Context: an optimization exercise on an open-source flow, tuned for small area, a short achievable clock period and few clock cycles per item. The choices shown serve that exercise and are no tape-out recipe.
RTL that was checked went through simulation tests only; none was proved equivalent to the original.
Power is estimated from default activity; no workload was simulated.

run a:
==> flow/design.v (excerpt) <==
module smlb_compositor #(
    parameter H = 64                       
) (
    input  wire        clk,
    input  wire        rst,                
    input  wire        in_valid,
    output wire        in_ready,
    input  wire [47:0] in_src,
    input  wire [47:0] in_row,
    input  wire        in_last,
    input  wire [15:0] in_hwy,
    input  wire [2:0]  in_shift,
    input  wire [7:0]  in_bright,
    input  wire        in_ck_en,
    input  wire [47:0] in_ck_key,
    input  wire [15:0] in_ck_first,
    input  wire [15:0] in_ck_last,
    output reg         out_valid,
    input  wire        out_ready,
    output reg  [47:0] out_row,
    output reg         out_last,
    output reg  [1:0]  out_status
);
Size: ~2500 cells after synthesis, ~260 I/O pins.
==> module smlb_compositor, before the edit <==
module smlb_compositor #(
    parameter H = 64                       
) (
    input  wire        clk,
    input  wire        rst,                
    input  wire        in_valid,
    output wire        in_ready,
    input  wire [47:0] in_src,
    input  wire [47:0] in_row,
    input  wire        in_last,
    input  wire [15:0] in_hwy,
    input  wire [2:0]  in_shift,
    input  wire [7:0]  in_bright,
    input  wire        in_ck_en,
    input  wire [47:0] in_ck_key,
    input  wire [15:0] in_ck_first,
    input  wire [15:0] in_ck_last,
    output reg         out_valid,
    input  wire        out_ready,
    output reg  [47:0] out_row,
    output reg         out_last,
    output reg  [1:0]  out_status
);
    localparam [1:0] ST_OK = 2'd0, ST_SATURATED = 2'd1, ST_RANGE = 2'd2;
    reg  k_valid;
    reg  in_ready_q;
    wire adv = !k_valid;
    assign in_ready = in_ready_q;
    wire       in_range = (in_shift > 3'd4) || (in_hwy >= H);
    wire [5:0] hwy_lo   = in_hwy[5:0];
    wire       below    = (in_ck_first[15:6] != 10'd0) || (hwy_lo < in_ck_first[5:0]);
    wire       above    = (in_ck_last[15:6] == 10'd0) && (hwy_lo > in_ck_last[5:0]);
    wire       in_keyed = in_src == in_ck_key;
    wire       in_skip  = in_range || (in_bright == 8'd0) ||
                          (in_ck_en && (below || above || in_keyed));
    function [16:0] correct_raw;           
        input [15:0] v;
        input [2:0]  s;
        reg   [15:0] t;
        reg          c;
        begin
            if (s[2]) begin
                t = {v[11:0], 4'd0};
                c = v[15:12] != 4'd0;
            end else begin
                case (s[1:0])
                    2'd0: begin t = v;                c = 1'b0;              end
                    2'd1: begin t = {v[14:0], 1'd0};  c = v[15];             end
                    2'd2: begin t = {v[13:0], 2'd0};  c = v[15:14] != 2'd0;  end
                    default: begin t = {v[12:0], 3'd0}; c = v[15:13] != 3'd0; end
                endcase
            end
            correct_raw = c ? 17'h1FFFF : {1'b0, t};
        end
    endfunction
    wire [16:0] in_cr = correct_raw(in_src[47:32], in_shift);
    wire [16:0] in_cg = correct_raw(in_src[31:16], in_shift);
    wire [16:0] in_cb = correct_raw(in_src[15:0],  in_shift);
    reg        s1_valid;
    reg [47:0] s1_t, s1_row;
    reg [7:0]  s1_bright;
    reg        s1_skip, s1_clamp, s1_range, s1_last;
    always @(posedge clk) begin
        if (rst)
            s1_valid <= 1'b0;
        else if (adv)
            s1_valid <= in_valid;
    end
    always @(posedge clk) begin
        if (adv) begin
            s1_t      <= {in_cr[15:0], in_cg[15:0], in_cb[15:0]};
            s1_row    <= in_row;
            s1_bright <= in_bright;
            s1_skip   <= in_skip;
            s1_clamp  <= in_cr[16] || in_cg[16] || in_cb[16];
            s1_range  <= in_range;
            s1_last   <= in_last;
        end
    end
    wire [7:0]  br_eff = s1_skip ? 8'd0 : s1_bright;
    wire [23:0] nr, ng, nb;
    smlb_numer u_nr (.o(s1_row[47:32]), .t(s1_t[47:32]), .br(br_eff), .n(nr));
    smlb_numer u_ng (.o(s1_row[31:16]), .t(s1_t[31:16]), .br(br_eff), .n(ng));
    smlb_numer u_nb (.o(s1_row[15:0]),  .t(s1_t[15:0]),  .br(br_eff), .n(nb));
    wire pix_sat = !s1_skip && s1_clamp;
    reg row_sat;
    wire [1:0] status = s1_range             ? ST_RANGE :
                        (row_sat || pix_sat) ? ST_SATURATED : ST_OK;
    reg        s2_valid;
    reg [23:0] s2_nr, s2_ng, s2_nb;
    reg [1:0]  s2_status;
    reg        s2_last;
    always @(posedge clk) begin
        if (rst) begin
            s2_valid <= 1'b0;
            row_sat  <= 1'b0;
        end else if (adv) begin
            s2_valid <= s1_valid;
            if (s1_valid)
                row_sat <= s1_last ? 1'b0 : (row_sat || pix_sat);
        end
    end
    always @(posedge clk) begin
        if (adv) begin
            s2_nr     <= nr;
            s2_ng     <= ng;
            s2_nb     <= nb;
            s2_status <= s1_last ? status : ST_OK;
            s2_last   <= s1_last;
        end
    end
    wire [15:0] qr, qg, qb;
    smlb_div255 u_qr (.n(s2_nr), .q(qr));
    smlb_div255 u_qg (.n(s2_ng), .q(qg));
    smlb_div255 u_qb (.n(s2_nb), .q(qb));
    wire [50:0] res = {qr, qg, qb, s2_last, s2_status};
    reg  [50:0] k_data;
    wire        o_free = !out_valid || out_ready;
    always @(posedge clk) begin
        if (rst) begin
            out_valid <= 1'b0;
            k_valid   <= 1'b0;
        end else if (o_free) begin
            out_valid <= k_valid || s2_valid;
            k_valid   <= 1'b0;
        end else if (!k_valid) begin
            k_valid   <= s2_valid;
        end
    end
    always @(posedge clk) begin
        if (rst)
            in_ready_q <= 1'b1;
        else
            in_ready_q <= o_free || (!k_valid && !s2_valid);
    end
    always @(posedge clk) begin
        if (!k_valid)
            k_data <= res;
        if (o_free)
            {out_row, out_last, out_status} <= k_valid ? k_data : res;
    end
endmodule
==> module smlb_div255, before the edit <==
module smlb_div255 (
    input  wire [23:0] n,
    output wire [15:0] q
);
    wire [7:0] h1 = n[23:16], h0 = n[15:8], l = n[7:0];
    wire [9:0] s3 = {2'd0, h1} + {2'd0, h0} + {2'd0, l};
    wire       c1 = s3 >= 10'd255;
    wire       c2 = s3 >= 10'd510;
    wire [8:0] lo0 = {1'b0, h0} + {1'b0, h1};
    wire [8:0] lo  = lo0 + {7'd0, c2, c1 & ~c2};
    assign q = {lo[8] ? h1 + 8'd1 : h1, lo[7:0]};
endmodule
export LEC_CHECK = 0
export CAP_MARGIN = 20
export CORE_MARGIN = 2
export CORE_UTILIZATION = 55
export CTS_BUF_LIST = sky130_fd_sc_hd__clkbuf_8
export CTS_CLUSTER_DIAMETER = 50
export CTS_CLUSTER_SIZE = 15
export PLACE_DENSITY = 0.7
export SLEW_MARGIN = 20
create_clock -name core_clock -period 24.0 [get_ports {clk}]
standard.sh (not shown) runs the stock make flow with config.mk's settings and CLKGATE_MAP_FILE= SYNTH_SCRIPT=/design/flow/synth_recipe.tcl, a recipe that flattens the netlist after the stock synthesis.
==> flow/flow/run.sh <==
#!/bin/bash
# The standard layout, with two changes: the ports get buf_1 buffers instead
# of the delay buffers buffer_ports picks by default, and the timing repair
# is asked to leave a setup margin, so that it works on the paths that set
# the achieved period. Each tool's log is in orfs/logs; make's output is in
# standard.log.
set -e
bash standard.sh SETUP_SLACK_MARGIN=18.0 "BUFFER_PORTS_ARGS=-buffer_cell sky130_fd_sc_hd__buf_1" finish > standard.log 2>&1
Testbench counts of run a, summed over its fixed seeds: cycles 12,312, items 12,288.
The inputs of run b differ from those of run a as listed below.
==> flow/design.v, changed modules only <==
module smlb_compositor #(
    parameter H = 64                       
) (
    input  wire        clk,
    input  wire        rst,                
    input  wire        in_valid,
    output wire        in_ready,
    input  wire [47:0] in_src,
    input  wire [47:0] in_row,
    input  wire        in_last,
    input  wire [15:0] in_hwy,
    input  wire [2:0]  in_shift,
    input  wire [7:0]  in_bright,
    input  wire        in_ck_en,
    input  wire [47:0] in_ck_key,
    input  wire [15:0] in_ck_first,
    input  wire [15:0] in_ck_last,
    output reg         out_valid,
    input  wire        out_ready,
    output reg  [47:0] out_row,
    output reg         out_last,
    output reg  [1:0]  out_status
);
    localparam [1:0] ST_OK = 2'd0, ST_SATURATED = 2'd1, ST_RANGE = 2'd2;
    reg  k_valid;
    reg  in_ready_q;
    wire adv = !k_valid;
    assign in_ready = in_ready_q;
    wire       in_range = (in_shift > 3'd4) || (in_hwy >= H);
    wire [5:0] hwy_lo   = in_hwy[5:0];
    wire       below    = (in_ck_first[15:6] != 10'd0) || (hwy_lo < in_ck_first[5:0]);
    wire       above    = (in_ck_last[15:6] == 10'd0) && (hwy_lo > in_ck_last[5:0]);
    wire       in_keyed = in_src == in_ck_key;
    wire       in_skip  = in_range || (in_bright == 8'd0) ||
                          (in_ck_en && (below || above || in_keyed));
    function [16:0] correct_raw;           
        input [15:0] v;
        input [2:0]  s;
        reg   [15:0] t;
        reg          c;
        begin
            if (s[2]) begin
                t = {v[11:0], 4'd0};
                c = v[15:12] != 4'd0;
            end else begin
                case (s[1:0])
                    2'd0: begin t = v;                c = 1'b0;              end
                    2'd1: begin t = {v[14:0], 1'd0};  c = v[15];             end
                    2'd2: begin t = {v[13:0], 2'd0};  c = v[15:14] != 2'd0;  end
                    default: begin t = {v[12:0], 3'd0}; c = v[15:13] != 3'd0; end
                endcase
            end
            correct_raw = {c, t};
        end
    endfunction
    wire [16:0] in_cr = correct_raw(in_src[47:32], in_shift);
    wire [16:0] in_cg = correct_raw(in_src[31:16], in_shift);
    wire [16:0] in_cb = correct_raw(in_src[15:0],  in_shift);
    reg        s1_valid;
    reg [47:0] s1_u, s1_row;               
    reg [2:0]  s1_clamp;                   
    reg [7:0]  s1_bright;
    reg        s1_skip, s1_range, s1_last;
    always @(posedge clk) begin
        if (rst)
            s1_valid <= 1'b0;
        else if (adv)
            s1_valid <= in_valid;
    end
    always @(posedge clk) begin
        if (adv) begin
            s1_u      <= {in_cr[15:0], in_cg[15:0], in_cb[15:0]};
            s1_clamp  <= {in_cr[16], in_cg[16], in_cb[16]};
            s1_row    <= in_row;
            s1_bright <= in_bright;
            s1_skip   <= in_skip;
            s1_range  <= in_range;
            s1_last   <= in_last;
        end
    end
    wire [7:0]  br_eff = s1_skip ? 8'd0 : s1_bright;
    wire [47:0] s1_t = s1_u | {{16{s1_clamp[2]}}, {16{s1_clamp[1]}}, {16{s1_clamp[0]}}};
    wire [23:0] nr, ng, nb;
    smlb_numer u_nr (.o(s1_row[47:32]), .t(s1_t[47:32]), .br(br_eff), .n(nr));
    smlb_numer u_ng (.o(s1_row[31:16]), .t(s1_t[31:16]), .br(br_eff), .n(ng));
    smlb_numer u_nb (.o(s1_row[15:0]),  .t(s1_t[15:0]),  .br(br_eff), .n(nb));
    wire pix_sat = !s1_skip && (s1_clamp != 3'd0);
    reg row_sat;
    wire [1:0] status = s1_range             ? ST_RANGE :
                        (row_sat || pix_sat) ? ST_SATURATED : ST_OK;
    reg        s2_valid;
    reg [23:0] s2_nr, s2_ng, s2_nb;
    reg [1:0]  s2_status;
    reg        s2_last;
    always @(posedge clk) begin
        if (rst) begin
            s2_valid <= 1'b0;
            row_sat  <= 1'b0;
        end else if (adv) begin
            s2_valid <= s1_valid;
            if (s1_valid)
                row_sat <= s1_last ? 1'b0 : (row_sat || pix_sat);
        end
    end
    always @(posedge clk) begin
        if (adv) begin
            s2_nr     <= nr;
            s2_ng     <= ng;
            s2_nb     <= nb;
            s2_status <= s1_last ? status : ST_OK;
            s2_last   <= s1_last;
        end
    end
    wire [15:0] qr, qg, qb;
    smlb_div255 u_qr (.n(s2_nr), .q(qr));
    smlb_div255 u_qg (.n(s2_ng), .q(qg));
    smlb_div255 u_qb (.n(s2_nb), .q(qb));
    wire [50:0] res = {qr, qg, qb, s2_last, s2_status};
    reg  [50:0] k_data;
    wire        o_free = !out_valid || out_ready;
    always @(posedge clk) begin
        if (rst) begin
            out_valid <= 1'b0;
            k_valid   <= 1'b0;
        end else if (o_free) begin
            out_valid <= k_valid || s2_valid;
            k_valid   <= 1'b0;
        end else if (!k_valid) begin
            k_valid   <= s2_valid;
        end
    end
    always @(posedge clk) begin
        if (rst)
            in_ready_q <= 1'b1;
        else
            in_ready_q <= o_free || (!k_valid && !s2_valid);
    end
    always @(posedge clk) begin
        if (!k_valid)
            k_data <= res;
        if (o_free)
            {out_row, out_last, out_status} <= k_valid ? k_data : res;
    end
endmodule
module smlb_div255 (
    input  wire [23:0] n,
    output wire [15:0] q
);
    wire [7:0] hh = n[23:16], m = n[15:8], l = n[7:0];
    wire [9:0] s3 = {2'd0, hh} + {2'd0, m} + {2'd0, l};
    wire c1 = s3 >= 10'd255;
    wire c2 = s3 >= 10'd510;
    wire [15:0] y = n[23:8] + {8'd0, hh};
    wire [15:0] y1 = y + 16'd1;
    wire [15:0] y2 = y + 16'd2;
    assign q = c2 ? y2 : c1 ? y1 : y;
endmodule
==> comparison <==
- Run a → run b: number of cells on the critical path increased 5, areal power density over the cells increased 4.6 mW/mm^2, post-synthesis compound-gate area fraction increased 8.3 points.
- Of run a and run b, run b shows the lower sequential power, with run a above it.
- Final wirelength delta (run b − run a): unfavourable
- Taking run a as the reference, in run b instance area after placement comparable; TritonCTS sink count increased about 0.7%.
- Changes observed in run b relative to run a: via count of the first global-routing pass went up by about 11%, highest cell delay on the worst timing path went up by 0.15 ns.
- Run b: all stages complete, timing, DRC and antenna checks passed
No functional check of the RTL was part of run b.

## re-timing with driven ports
The flow's constraints put no driver on any port. The routed layouts listed below were extracted and timed again, unchanged, in two steps. Step 1 (the two cells are an assumption about what drives the block):
set clk [get_ports {clk}]
set_driving_cell -lib_cell sky130_fd_sc_hd__clkbuf_16 $clk
set_driving_cell -lib_cell sky130_fd_sc_hd__buf_2 [delete_from_list [all_inputs] $clk]
Step 2 also shifts input and output timing later by t, the mid clock arrival at the registers, as if the neighbouring blocks saw the same clock. Slacks: ideal ports / drivers / drivers and shift; pairs: ideal ports / drivers.
run | shift t [ns] | slack for setup (ns) | hold slack, ns
run a | 0.647 | 18.048 / 17.997 / 17.422 | 0.466 / 0.466 / 0.466
run b | 0.654 | 17.933 / 17.965 / 17.311 | 0.463 / 0.463 / 0.463
After both steps every run listed still meets setup and hold. For run a, which loses most, drivers alone change the setup slack by -0.051 ns; drivers and shift together by -0.626 ns.
